From an optimization exercise on the open Yosys and OpenROAD flow, aimed at small area; shortcuts taken in it are not production practice. Only simulation tests tie the RTL to the original design; equivalence was not proved. No activity file was given, so power comes from the tool's default toggle rates.

===== design/flow/run.sh =====
#!/bin/bash
# synth_recipe.tcl (not shown) runs the flow's synth.tcl, then flattens the netlist and writes it again
# the make line also repeats each setting of config.mk as NAME=value (left out here)
make -C /OpenROAD-flow-scripts/flow DESIGN_CONFIG=/design/flow/config.mk WORK_HOME=/design/flow/orfs CLKGATE_MAP_FILE= SYNTH_SCRIPT=/design/flow/synth_recipe.tcl finish

===== design/flow/config.mk =====
export PLATFORM = sky130hd
export DESIGN_NAME = sde_top
export DESIGN_NICKNAME = sde_top
export VERILOG_FILES = /design/flow/design.v
export SDC_FILE = /design/flow/constraint.sdc
export NUM_CORES = 4
export LEC_CHECK = 0
export CAP_MARGIN = 20
export CORE_MARGIN = 2
export CORE_UTILIZATION = 40
export SLEW_MARGIN = 20

===== design/flow/constraint.sdc =====
create_clock -name core_clock -period 24.0 [get_ports {clk}]
set_input_delay 4.8000 -clock core_clock [delete_from_list [all_inputs] [get_ports {clk}]]
set_output_delay 4.8000 -clock core_clock [all_outputs]
set_load 0.01 [all_outputs]

===== design/flow/design.v =====
module sde_sine_rom (
    input  wire [11:0] index,
    output reg  [15:0] value
);
    reg [15:0] sine_value;
    always @(*) begin
        case (index[5:0])
            6'd0: sine_value = 16'd12800;
            6'd1: sine_value = 16'd15222;
            6'd2: sine_value = 16'd17557;
            6'd3: sine_value = 16'd19720;
            6'd4: sine_value = 16'd21633;
            6'd5: sine_value = 16'd23227;
            6'd6: sine_value = 16'd24443;
            6'd7: sine_value = 16'd25239;
            6'd8: sine_value = 16'd25586;
            6'd9: sine_value = 16'd25470;
            6'd10: sine_value = 16'd24896;
            6'd11: sine_value = 16'd23885;
            6'd12: sine_value = 16'd22474;
            6'd13: sine_value = 16'd20712;
            6'd14: sine_value = 16'd18665;
            6'd15: sine_value = 16'd16406;
            6'd16: sine_value = 16'd14017;
            6'd17: sine_value = 16'd11583;
            6'd18: sine_value = 16'd9194;
            6'd19: sine_value = 16'd6935;
            6'd20: sine_value = 16'd4888;
            6'd21: sine_value = 16'd3126;
            6'd22: sine_value = 16'd1715;
            6'd23: sine_value = 16'd704;
            6'd24: sine_value = 16'd130;
            6'd25: sine_value = 16'd14;
            6'd26: sine_value = 16'd361;
            6'd27: sine_value = 16'd1157;
            6'd28: sine_value = 16'd2373;
            6'd29: sine_value = 16'd3967;
            6'd30: sine_value = 16'd5880;
            6'd31: sine_value = 16'd8043;
            6'd32: sine_value = 16'd10378;
            default: sine_value = 16'd12800;
        endcase
        value = (index < 12'd33) ? sine_value : 16'd12800;
    end
endmodule
module sde_duty_law (
    input  wire [15:0] table_value,
    input  wire [15:0] scale,
    output wire [15:0] duty
);
    wire signed [16:0] dev     = $signed({1'b0, table_value}) - 17'sd12800;
    wire signed [16:0] scale_s = $signed({1'b0, scale});
    wire signed [33:0] product = dev * scale_s;
    wire signed [33:0] rounded = (product + 34'sd16384) >>> 15;
    wire signed [33:0] result  = rounded + 34'sd12800;
    assign duty = result[15:0];
endmodule
module sde_norm #(
    parameter ADC_BITS = 12
) (
    input  wire [ADC_BITS-1:0] raw,
    output wire [15:0]         scale
);
    localparam [31:0] ADC_MAX = (32'd1 << ADC_BITS) - 32'd1;
    wire [31:0] numerator = ({{(32-ADC_BITS){1'b0}}, raw} << 16) + ADC_MAX;
    wire [31:0] quotient  = numerator / (2 * ADC_MAX);
    assign scale = quotient[15:0];
endmodule
module sde_freq_law #(
    parameter MIN_FREQ = 40,
    parameter MAX_FREQ = 60,
    parameter N        = 33
) (
    input  wire [15:0] scale,
    output wire [31:0] elec_freq,
    output wire [31:0] carrier
);
    wire [47:0] span = (MAX_FREQ - MIN_FREQ) * {32'd0, scale};
    wire [47:0] elec = MIN_FREQ * 256 + ((span + 48'd64) >> 7);
    wire [47:0] carr = elec * N;
    assign elec_freq = elec[31:0];
    assign carrier   = carr[31:0];
endmodule
module sde_top (
    input  wire        clk,
    input  wire        rst,
    input  wire        bus_valid,
    input  wire        bus_write,
    input  wire [7:0]  bus_addr,
    input  wire [1:0]  bus_size,      
    input  wire [31:0] bus_wdata,
    output wire        bus_ready,
    output reg         bus_rvalid,
    output reg  [31:0] bus_rdata,
    input  wire [31:0] int_st,        
    output reg         pwm_valid,
    output reg  [3:0]  pwm_op,
    output reg  [1:0]  pwm_ph,
    output reg  [31:0] pwm_data,
    input  wire [11:0] adc_raw,
    output reg         adc_valid,
    output reg  [1:0]  adc_op,
    input  wire [63:0] now_us
);
    localparam [11:0] N                = 12'd33;
    localparam        ADC_BITS         = 12;
    localparam        MIN_FREQ         = 40;
    localparam        MAX_FREQ         = 60;
    localparam [63:0] SAMPLE_PERIOD_US = 64'd1000000;
    localparam [31:0] CARRIER_DEFAULT  = 32'h00067200;
    localparam [63:0] LAST_T_INIT      = 64'd0;
    localparam [31:0] IDENT_VALUE      = 32'h53505737;
    localparam [31:0] PARAM_VALUE      = (ADC_BITS << 16) | {20'd0, N};
    localparam [3:0] PWM_BIND_PIN      = 4'h1;
    localparam [3:0] PWM_CONFIGURE     = 4'h2;
    localparam [3:0] PWM_DEADTIME      = 4'h3;
    localparam [3:0] PWM_ENABLE_INT    = 4'h4;
    localparam [3:0] PWM_START         = 4'h5;
    localparam [3:0] PWM_REGISTER      = 4'h6;
    localparam [3:0] PWM_SET_FREQUENCY = 4'h7;
    localparam [3:0] PWM_SET_DUTY      = 4'h8;
    localparam [3:0] PWM_READ_STATUS   = 4'h9;
    localparam [3:0] PWM_CLEAR_STATUS  = 4'hA;
    localparam [1:0] ADC_CONF_RES      = 2'd1;
    localparam [1:0] ADC_CONF_RANGE    = 2'd2;
    localparam [1:0] ADC_READ_RAW      = 2'd3;
    localparam [3:0] OP_NOP            = 4'h0;
    localparam [3:0] OP_TBL_READ       = 4'h1;
    localparam [3:0] OP_PH_INIT        = 4'h2;
    localparam [3:0] OP_PH_APPLY       = 4'h3;
    localparam [3:0] OP_PH_SET_CARRIER = 4'h4;
    localparam [3:0] OP_INV_INIT       = 4'h5;
    localparam [3:0] OP_INV_UPDATE_FS  = 4'h6;
    localparam [3:0] OP_SCALER_CHECK   = 4'h7;
    localparam [3:0] OP_FG_ITER        = 4'h8;
    localparam [3:0] OP_ADC_INIT       = 4'h9;
    localparam E_ILLEGAL_OP   = 0;
    localparam E_RSV_FIELD    = 1;
    localparam E_BAD_PHASE    = 2;
    localparam E_BUSY         = 3;
    localparam E_NOT_INIT     = 4;
    localparam E_ALREADY_INIT = 5;
    localparam E_BAD_INDEX    = 6;
    localparam E_RANGE        = 7;
    localparam E_BUS          = 8;
    localparam [7:0] A_IDENT     = 8'h00;
    localparam [7:0] A_PARAM     = 8'h04;
    localparam [7:0] A_STATUS    = 8'h08;
    localparam [7:0] A_CTRL      = 8'h0C;
    localparam [7:0] A_CMD       = 8'h10;
    localparam [7:0] A_ARG       = 8'h14;
    localparam [7:0] A_RESULT    = 8'h18;
    localparam [7:0] A_ERR       = 8'h1C;
    localparam [7:0] A_SCALE     = 8'h20;
    localparam [7:0] A_ELEC_FREQ = 8'h24;
    localparam [7:0] A_CARRIER   = 8'h28;
    localparam [7:0] A_ISR_M     = 8'h2C;
    localparam [7:0] A_LAST_T_LO = 8'h30;
    localparam [7:0] A_LAST_T_HI = 8'h34;
    localparam [3:0] S_IDLE   = 4'd0;
    localparam [3:0] S_PHINIT = 4'd1;    
    localparam [3:0] S_REGH   = 4'd2;    
    localparam [3:0] S_APPLY  = 4'd3;    
    localparam [3:0] S_SETCAR = 4'd4;    
    localparam [3:0] S_UPD0   = 4'd5;    
    localparam [3:0] S_UPDF   = 4'd6;    
    localparam [3:0] S_SCHK   = 4'd7;    
    localparam [3:0] S_SREAD  = 4'd8;    
    localparam [3:0] S_ADC0   = 4'd9;    
    localparam [3:0] S_ADC1   = 4'd10;   
    localparam [3:0] S_ISR_E  = 4'd11;   
    localparam [3:0] S_ISR_A  = 4'd12;   
    localparam [2:0] J_CMD     = 3'd0;   
    localparam [2:0] J_INVINIT = 3'd1;   
    localparam [2:0] J_FGITER  = 3'd2;   
    localparam [2:0] J_SEQ     = 3'd3;   
    localparam [2:0] J_ISR     = 3'd4;   
    reg [11:0] cursor   [0:2];
    reg [2:0]  pending;
    reg [2:0]  ch_init;
    reg [15:0] duty     [0:2];
    reg [31:0] freq     [0:2];
    reg [15:0] scale;
    reg [31:0] elec_freq;
    reg [31:0] carrier;
    reg        handler_reg;
    reg [63:0] last_t;
    reg        isr_active;
    reg [31:0] isr_m;
    reg [3:0]  fg_todo;
    reg        run_req;
    reg [31:0] arg;
    reg [31:0] result;
    reg [8:0]  err;
    reg [3:0]  state;
    reg [2:0]  job;
    reg [1:0]  ph;
    reg [2:0]  sub;
    reg [15:0] scale_in;    
    wire init_done  = handler_reg & (&ch_init);
    wire irq        = handler_reg & (int_st != 32'd0);
    wire seq_active = run_req | (fg_todo != 4'd0);
    wire [15:0] apply_table;
    wire [15:0] apply_duty;
    wire [15:0] read_table;
    wire [15:0] norm_scale;
    wire [31:0] law_elec;
    wire [31:0] law_carrier;
    sde_sine_rom u_rom_apply (.index(cursor[ph]), .value(apply_table));
    sde_sine_rom u_rom_read  (.index(bus_wdata[11:0]), .value(read_table));
    sde_duty_law u_duty (
        .table_value (apply_table),
        .scale       (scale),
        .duty        (apply_duty)
    );
    sde_norm #(.ADC_BITS(ADC_BITS)) u_norm (
        .raw   (adc_raw),
        .scale (norm_scale)
    );
    sde_freq_law #(.MIN_FREQ(MIN_FREQ), .MAX_FREQ(MAX_FREQ), .N(N)) u_freq (
        .scale     (scale_in),
        .elec_freq (law_elec),
        .carrier   (law_carrier)
    );
    wire [63:0] elapsed       = now_us - last_t;
    wire        sample_due    = elapsed > SAMPLE_PERIOD_US;
    wire [11:0] cursor_next   = (cursor[ph] == N - 12'd1) ? 12'd0 : cursor[ph] + 12'd1;
    wire bus_legal   = (bus_size == 2'd2) && (bus_addr[1:0] == 2'b00);
    wire is_cmd_wr   = bus_valid && bus_write && bus_legal && (bus_addr == A_CMD);
    wire engine_free = (state == S_IDLE) && !irq;
    wire cmd_accept  = is_cmd_wr && engine_free;
    wire bus_fire    = bus_valid && bus_ready;
    assign bus_ready = !is_cmd_wr || engine_free;
    wire       ph_reg    = (bus_addr >= 8'h40) && (bus_addr < 8'h70);
    wire [1:0] ph_idx    = (bus_addr[7:4] == 4'h4) ? 2'd0 :
                           (bus_addr[7:4] == 4'h5) ? 2'd1 : 2'd2;
    reg [31:0] rd_value;
    reg        rd_mapped;
    always @(*) begin
        rd_value  = 32'd0;
        rd_mapped = 1'b1;
        if (ph_reg) begin
            case (bus_addr[3:2])
                2'd0: rd_value = {20'd0, cursor[ph_idx]};
                2'd1: rd_value = {16'd0, duty[ph_idx]};
                2'd2: rd_value = freq[ph_idx];
                default: rd_value = {29'd0, 1'b1, ch_init[ph_idx], pending[ph_idx]};
            endcase
        end else begin
            case (bus_addr)
                A_IDENT:     rd_value = IDENT_VALUE;
                A_PARAM:     rd_value = PARAM_VALUE;
                A_STATUS:    rd_value = {20'd0, fg_todo, 3'd0, irq, handler_reg,
                                         isr_active, seq_active, init_done};
                A_CTRL:      rd_value = {31'd0, run_req};
                A_ARG:       rd_value = arg;
                A_RESULT:    rd_value = result;
                A_ERR:       rd_value = {23'd0, err};
                A_SCALE:     rd_value = {16'd0, scale};
                A_ELEC_FREQ: rd_value = elec_freq;
                A_CARRIER:   rd_value = carrier;
                A_ISR_M:     rd_value = isr_m;
                A_LAST_T_LO: rd_value = last_t[31:0];
                A_LAST_T_HI: rd_value = last_t[63:32];
                default:     rd_mapped = 1'b0;    
            endcase
        end
    end
    wire wr_mapped = (bus_addr == A_CTRL) || (bus_addr == A_CMD) ||
                     (bus_addr == A_ARG)  || (bus_addr == A_ERR);
    wire [3:0]  c_op  = bus_wdata[31:28];
    wire [1:0]  c_ph  = bus_wdata[27:26];
    wire [11:0] c_idx = bus_wdata[11:0];
    wire [15:0] c_imm = bus_wdata[15:0];
    reg [31:0] c_mbz;
    reg        c_phase_form;
    always @(*) begin
        c_phase_form = 1'b0;
        case (c_op)
            OP_TBL_READ:       c_mbz = 32'h0FFFF000;
            OP_PH_INIT,
            OP_PH_APPLY,
            OP_PH_SET_CARRIER: begin c_mbz = 32'h03FFFFFF; c_phase_form = 1'b1; end
            OP_INV_UPDATE_FS:  c_mbz = 32'h0FFF0000;
            default:           c_mbz = 32'h0FFFFFFF;
        endcase
    end
    reg [8:0] c_err;         
    always @(*) begin
        c_err = 9'd0;
        if (c_op >= 4'hA)
            c_err[E_ILLEGAL_OP] = 1'b1;
        else if ((bus_wdata & c_mbz) != 32'd0)
            c_err[E_RSV_FIELD] = 1'b1;
        else if (c_phase_form && c_ph == 2'd3)
            c_err[E_BAD_PHASE] = 1'b1;
        else if (c_op != OP_NOP && c_op != OP_TBL_READ && seq_active)
            c_err[E_BUSY] = 1'b1;
        else begin
            case (c_op)
                OP_TBL_READ:
                    if (c_idx >= N) c_err[E_BAD_INDEX] = 1'b1;
                OP_PH_INIT:
                    if (ch_init[c_ph]) c_err[E_ALREADY_INIT] = 1'b1;
                OP_PH_APPLY, OP_PH_SET_CARRIER:
                    if (!ch_init[c_ph]) c_err[E_NOT_INIT] = 1'b1;
                OP_INV_INIT:
                    if (handler_reg || ch_init != 3'd0) c_err[E_ALREADY_INIT] = 1'b1;
                OP_INV_UPDATE_FS:
                    if (!init_done) c_err[E_NOT_INIT] = 1'b1;
                    else if (c_imm > 16'h8000) c_err[E_RANGE] = 1'b1;
                OP_SCALER_CHECK, OP_FG_ITER:
                    if (!init_done) c_err[E_NOT_INIT] = 1'b1;
                default: ;
            endcase
        end
    end
    always @(*) begin
        pwm_valid = 1'b0;
        pwm_op    = 4'd0;
        pwm_ph    = ph;
        pwm_data  = 32'd0;
        adc_valid = 1'b0;
        adc_op    = 2'd0;
        case (state)
            S_PHINIT: begin
                pwm_valid = 1'b1;
                case (sub)
                    3'd0: pwm_op = PWM_BIND_PIN;
                    3'd1: begin pwm_op = PWM_BIND_PIN; pwm_data = 32'd1; end
                    3'd2: begin pwm_op = PWM_CONFIGURE; pwm_data = CARRIER_DEFAULT; end
                    3'd3: pwm_op = PWM_DEADTIME;
                    3'd4: pwm_op = PWM_ENABLE_INT;
                    default: pwm_op = PWM_START;
                endcase
            end
            S_REGH: begin
                pwm_valid = 1'b1;
                pwm_op    = PWM_REGISTER;
                pwm_ph    = 2'd0;
            end
            S_APPLY: begin
                pwm_valid = pending[ph];
                pwm_op    = PWM_SET_DUTY;
                pwm_data  = {16'd0, apply_duty};
            end
            S_SETCAR: begin
                pwm_valid = 1'b1;
                pwm_op    = PWM_SET_FREQUENCY;
                pwm_data  = arg;
            end
            S_UPDF: begin
                pwm_valid = 1'b1;
                pwm_op    = PWM_SET_FREQUENCY;
                pwm_data  = carrier;
            end
            S_ISR_E: begin
                pwm_valid = 1'b1;
                pwm_op    = PWM_READ_STATUS;
                pwm_ph    = 2'd0;
                pwm_data  = int_st;
            end
            S_ISR_A: begin
                pwm_valid = 1'b1;
                pwm_op    = PWM_CLEAR_STATUS;
                pwm_ph    = 2'd0;
                pwm_data  = isr_m;
            end
            S_SREAD: begin
                adc_valid = 1'b1;
                adc_op    = ADC_READ_RAW;
            end
            S_ADC0: begin
                adc_valid = 1'b1;
                adc_op    = ADC_CONF_RES;
            end
            S_ADC1: begin
                adc_valid = 1'b1;
                adc_op    = ADC_CONF_RANGE;
            end
            default: ;
        endcase
    end
    integer k;
    always @(posedge clk) begin
        if (rst) begin
            cursor[0]   <= 12'd0;
            cursor[1]   <= N / 3;
            cursor[2]   <= (2 * N) / 3;
            for (k = 0; k < 3; k = k + 1) begin
                duty[k] <= 16'd0;
                freq[k] <= 32'd0;
            end
            pending     <= 3'd0;
            ch_init     <= 3'd0;
            scale       <= 16'd0;
            elec_freq   <= 32'd0;
            carrier     <= 32'd0;
            handler_reg <= 1'b0;
            last_t      <= LAST_T_INIT;
            isr_active  <= 1'b0;
            isr_m       <= 32'd0;
            fg_todo     <= 4'd0;
            run_req     <= 1'b0;
            arg         <= 32'd0;
            result      <= 32'd0;
            err         <= 9'd0;
            state       <= S_IDLE;
            job         <= J_CMD;
            ph          <= 2'd0;
            sub         <= 3'd0;
            scale_in    <= 16'd0;
            bus_rvalid  <= 1'b0;
            bus_rdata   <= 32'd0;
        end else begin
            bus_rvalid <= bus_fire && !bus_write;
            if (bus_fire) begin
                if (!bus_write) begin
                    if (bus_legal && rd_mapped)
                        bus_rdata <= rd_value;
                    else begin
                        bus_rdata  <= 32'd0;
                        err[E_BUS] <= 1'b1;
                    end
                end else if (!bus_legal || !wr_mapped) begin
                    err[E_BUS] <= 1'b1;
                end else begin
                    case (bus_addr)
                        A_CTRL:
                            if (bus_wdata[0]) begin
                                if (!init_done) err[E_NOT_INIT] <= 1'b1;
                                else            run_req <= 1'b1;
                            end else
                                run_req <= 1'b0;
                        A_ARG: arg <= bus_wdata;
                        A_ERR: err <= err & ~bus_wdata[8:0];
                        default: ;    
                    endcase
                end
            end
            case (state)
                S_IDLE: begin
                    if (irq) begin
                        state <= S_ISR_E;
                        job   <= J_ISR;
                    end else if (cmd_accept) begin
                        if (c_err != 9'd0) begin
                            err <= err | c_err;
                        end else begin
                            ph  <= c_ph;
                            sub <= 3'd0;
                            job <= J_CMD;
                            case (c_op)
                                OP_TBL_READ:       result <= {16'd0, read_table};
                                OP_PH_INIT:        state  <= S_PHINIT;
                                OP_PH_APPLY:       state  <= S_APPLY;
                                OP_PH_SET_CARRIER: state  <= S_SETCAR;
                                OP_INV_INIT: begin
                                    state <= S_PHINIT;
                                    job   <= J_INVINIT;
                                    ph    <= 2'd0;
                                end
                                OP_INV_UPDATE_FS: begin
                                    state    <= S_UPD0;
                                    scale_in <= c_imm;
                                end
                                OP_SCALER_CHECK:   state <= S_SCHK;
                                OP_FG_ITER: begin
                                    state <= S_SCHK;
                                    job   <= J_FGITER;
                                end
                                OP_ADC_INIT:       state <= S_ADC0;
                                default: ;          
                            endcase
                        end
                    end else begin
                        if (run_req && fg_todo == 4'd0) begin
                            fg_todo <= 4'b1111;                  
                        end else if (fg_todo[0]) begin
                            state <= S_SCHK;  job <= J_SEQ;
                        end else if (fg_todo[1]) begin
                            state <= S_APPLY; job <= J_SEQ; ph <= 2'd0;
                        end else if (fg_todo[2]) begin
                            state <= S_APPLY; job <= J_SEQ; ph <= 2'd1;
                        end else if (fg_todo[3]) begin
                            state <= S_APPLY; job <= J_SEQ; ph <= 2'd2;
                        end
                    end
                end
                S_ISR_E: begin
                    isr_m      <= int_st;
                    isr_active <= 1'b1;
                    state      <= S_ISR_A;
                end
                S_ISR_A: begin
                    for (k = 0; k < 3; k = k + 1)
                        if (isr_m[k]) pending[k] <= 1'b1;
                    isr_active <= 1'b0;
                    state      <= S_IDLE;
                end
                S_PHINIT: begin
                    if (sub == 3'd5) begin
                        ch_init[ph] <= 1'b1;
                        duty[ph]    <= 16'd0;
                        freq[ph]    <= CARRIER_DEFAULT;
                        sub         <= 3'd0;
                        if (job == J_INVINIT) begin
                            if (ph == 2'd2) state <= S_REGH;
                            else            ph    <= ph + 2'd1;
                        end else begin
                            state <= S_IDLE;
                        end
                    end else begin
                        sub <= sub + 3'd1;
                    end
                end
                S_REGH: begin
                    handler_reg <= 1'b1;
                    state       <= S_IDLE;
                end
                S_APPLY: begin
                    if (pending[ph]) begin
                        pending[ph] <= 1'b0;
                        duty[ph]    <= apply_duty;
                        cursor[ph]  <= cursor_next;
                    end
                    if (job == J_FGITER && ph != 2'd2) begin
                        ph <= ph + 2'd1;
                    end else begin
                        if (job == J_SEQ) fg_todo[ph + 2'd1] <= 1'b0;
                        state <= S_IDLE;
                    end
                end
                S_SETCAR: begin
                    freq[ph] <= arg;
                    state    <= S_IDLE;
                end
                S_UPD0: begin
                    scale     <= scale_in;
                    elec_freq <= law_elec;
                    carrier   <= law_carrier;
                    ph        <= 2'd0;
                    state     <= S_UPDF;
                end
                S_UPDF: begin
                    freq[ph] <= carrier;
                    if (ph != 2'd2) begin
                        ph <= ph + 2'd1;
                    end else if (job == J_FGITER) begin
                        ph    <= 2'd0;
                        state <= S_APPLY;
                    end else begin
                        if (job == J_SEQ) fg_todo[0] <= 1'b0;
                        state <= S_IDLE;
                    end
                end
                S_SCHK: begin
                    if (sample_due) begin
                        last_t <= now_us;
                        state  <= S_SREAD;
                    end else if (job == J_FGITER) begin
                        ph    <= 2'd0;
                        state <= S_APPLY;
                    end else begin
                        if (job == J_SEQ) fg_todo[0] <= 1'b0;
                        state <= S_IDLE;
                    end
                end
                S_SREAD: begin
                    scale_in <= norm_scale;
                    state    <= S_UPD0;
                end
                S_ADC0: state <= S_ADC1;
                S_ADC1: state <= S_IDLE;
                default: state <= S_IDLE;
            endcase
        end
    end
endmodule

==> summary.txt <==
[where the power goes]
group	leakage, nW	total, mW	switching (mW)	internal, mW
clock network	0.850	0.840	0.371	0.469
registers	4.18	0.879	0.0292	0.850
logic	15.8	0.901	0.596	0.305
total	20.8	2.62	0.996	1.62
[what timing repair did]
item | CTS | global route
endpoints found under the setup margin | 0 | 2
setup buffers | 0 | 10
resized for setup | 0 | 46
[layout make-up]
cell class / instances / area, sq um / area share, %
multi-input cells: 4653 / 33100 / 61.8
diodes: 7 / 17.5 / 0.0327
well taps: 1536 / 1920 / 3.59
clock buffers: 68 / 1430 / 2.68
clock inverters: 31 / 305 / 0.571
repair buffers: 390 / 3520 / 6.58
inverters: 509 / 1920 / 3.59
flip-flops and latches: 469 / 11300 / 21.1
[worst max-delay path by stage]
stage | from | end | slack, ns | cells past startpoint
3_3_place_gp | adc_raw[10] | scale_in[0]$_SDFFE_PP0P_ | -0.10 | 80
5_1_grt | adc_raw[6] | scale_in[0]$_SDFFE_PP0P_ | -0.01 | 82
6_report | adc_raw[6] | scale_in[0]$_SDFFE_PP0P_ | 1.37 | 84
4_1_cts | adc_raw[10] | scale_in[0]$_SDFFE_PP0P_ | 0.26 | 80
2_1_floorplan | adc_raw[10] | scale_in[0]$_SDFFE_PP0P_ | 0.09 | 102
3_5_place_dp | adc_raw[10] | scale_in[0]$_SDFFE_PP0P_ | -0.31 | 81
[critical path, delay by kind of cell]
family | cells | cell delay [ns]
and+or+nand+nor | 32 | 7.43
AOI/OAI and AO/OA | 23 | 5.27
buffers and inverters | 15 | 2.46
adders and majority gates | 8 | 1.81
muxes | 3 | 0.73
xor gates and xnor gates | 3 | 0.62
[kinds of logic (layout without fill, tap and decap cells)]
kind of cell	Yosys count	in the layout	share of synthesized area [%]
simple gates	2365	2365	24.1
compound gates	1447	1447	20.6
buf+inv	837	998	6.78
fa+ha+maj	511	511	17.7
flops	469	469	23.9
xor+xnor	200	200	3.73
mux	129	129	3.26
other cells	1	8	0.00793
[cells in the mapped netlist (all sizes together) (134+ instances only)]
library cell | number | area [sq um]
a21oi | 473 | 2370
and2 | 176 | 1100
clkbuf | 269 | 1010
dfxtp | 277 | 5550
edfxtp | 192 | 5770
fa | 261 | 5230
ha | 250 | 3130
inv | 506 | 1900
nand2 | 787 | 2960
nand3 | 144 | 726
nor2 | 635 | 2390
o21ai | 204 | 1030
xnor2 | 134 | 1180
[stage by stage]
| stage | instances | TNS [ns] | instance area [sq um] |
|---|---|---|---|
| global placement | 7546 | -0.104 | 51500 |
| finish | 7663 | 0 | 53500 |
| floorplan | 5959 | 0 | 47300 |
| detailed placement | 7546 | -0.308 | 51500 |
| global route | 7660 | -0.0131 | 53500 |
| CTS | 7645 | 0 | 53200 |
[per-layer routing]
metal	vias to the layer above	routed length [um]
met5	-	89
met3	397	17100
li1	21300	-
met1	22600	75400
met4	14	9620
met2	2126	83400
==> results.ini <==
[power]
report.power.total_mw=2.62
cellPowerDensity_nw_per_um2=49.0
peakVddDrop_mv=0.0524
leakagePower_nw=20.8

[layout]
final_core_util_pct=45.5
post_route_cells_drive_above_1_share_pct=7.45
final_common_cell=sky130_fd_sc_hd__nand2_1
largest-register=freq
fillers=11700
layout.nets=6741
largest_registers=freq: 96 flops, last_t: 64 flops
number_of_flip_flops_under_the_largest_register_name=96
syn2layout_area_growth_pct=13.1
final_cell_mix=783 x sky130_fd_sc_hd__nand2_1, 622 x sky130_fd_sc_hd__nor2_1, 499 x sky130_fd_sc_hd__inv_1

[floorplan]
dieWidth_um=348
die-area_sq_um=121000
die_y_um=348
rows=126
design.core.area_sq_um=118000
io_pins=230
floorplan.initialDensity_pct=40.2

[grt]
overflow=0
groute.layer.met2.usage_pct=47.8
grt_antenna_before_repair=14
wire_length_of_the_first_global_routing_pass_um=280000
groute.usage.overall_pct=30.0
use_met3_pct=5.84
grt_pass1_vias=44300
grt_start_max_net_pins=166
gr-max-usage-layer=met2
met1_usage_pct=39.2

[synthesis]
ys_types=140
synthesis.yosys.warnings=2
mappedNetlistNets=6624
yosysSeqAreaShare_pct=23.9
synth-main-ff-cell=sky130_fd_sc_hd__dfxtp_1
post_synth_edffs=192
syn_inst=5959
asyncSetResetFlopFracSynth_pct=0
synth_seq_cells=469
synthesis.area_per_instance_sq_um=7.94
mappedNetlistArea_sq_um=47300

[place]
port_buffers=229
detailedPlacementHpwl_um=140000
placement.setup.worst_slack_ns=-0.308
gp_congestion=1.03

[clock_tree]
tritoncts_num_sinks=469
clockBufferDepth=3
h_tree_level_count=2
cts_made_buffers=53
clk-insertion-delay-late_ns=0.65
tritoncts=done
path_clk_slew_ns=0.06
cts.hold.buffers_added=0
ctsRootBufferMaster=sky130_fd_sc_hd__clkbuf_16

[run_status]
status=finished clean

[routing]
drt_first_pass_iters=7
remaining_drc_errors=0
per_cell_via_count_in_the_routed_design=6.06
via_count=46400
postRouteAntennaNets=0
wire_per_inst_um=24.2
wirelength_um=186000
initialDrtViolationCount=5512

[hold_path]
min_path_cells=2
hold_path_end=scale[11]$_SDFFE_PP0P_
holdCritPathClass=reg -> reg
hp-start=scale[11]$_SDFFE_PP0P_

[flow_run]
cap_viol_max_count=0

[timing]
clock_skew_ns=0.0291
slew_viols_final=0
hold_violations=0
period_share_pct=94.3
max_clock_freq_ghz=0.0442
hold_slack_ns=0.459
setup-violations-final=0
postLayoutSetupSlackWorst_ns=1.37
tightestPinTransition_ns=1.21
final.min_clock_period_ns=22.63
worst_slew_margin_rel_pct=18.5

[worst_setup_path]
rr_endpoint=duty[0][15]$_SDFFCE_PN0P_
critPathKind=in -> reg
cell_type_with_the_highest_occurrence_count_on_the_critical_path=sky130_fd_sc_hd__ha_1
timing.critical_path.slowest_stage_cell=sky130_fd_sc_hd__clkdlybuf4s50_1
timing.critical_path.slowest_cell_delay_ns=0.60
cp_data_required_time_ns=24.53
r2r_slack_ns=10.91
worst_r2r_path_depth=41
cp_max_fo=16
timing.critical_path.to_type=flop
worst_endpoint_data_arrival_time_ns=23.16
start_kind=primary input

-- what the ideal ports hide --
In the flow no input, the clock included, has a driving cell. The finished layout below was timed again as built, in two steps. Step 1 assumes that a clkbuf_16 drives the clock port and a buf_2 every other input. Step 2 times the ports against the registers' clock, not the clock port: input delays grow and output delays shrink by t, the midpoint of the rising clock arrivals with the driver on. a / b / c = ideal ports / drivers / drivers and shift; a / b = the first two.
t, ns: 0.712
setup slack, ns: 1.368 / 1.417 / 0.705
worst setup path at the end: input to register
clock arrival spread, ns: 0.031 / 0.031
worst register clock-pin slew, ns: 0.07 / 0.07
After both steps this run still meets setup and hold. For this run, drivers alone change the setup slack by +0.049 ns; drivers and shift together by -0.663 ns.
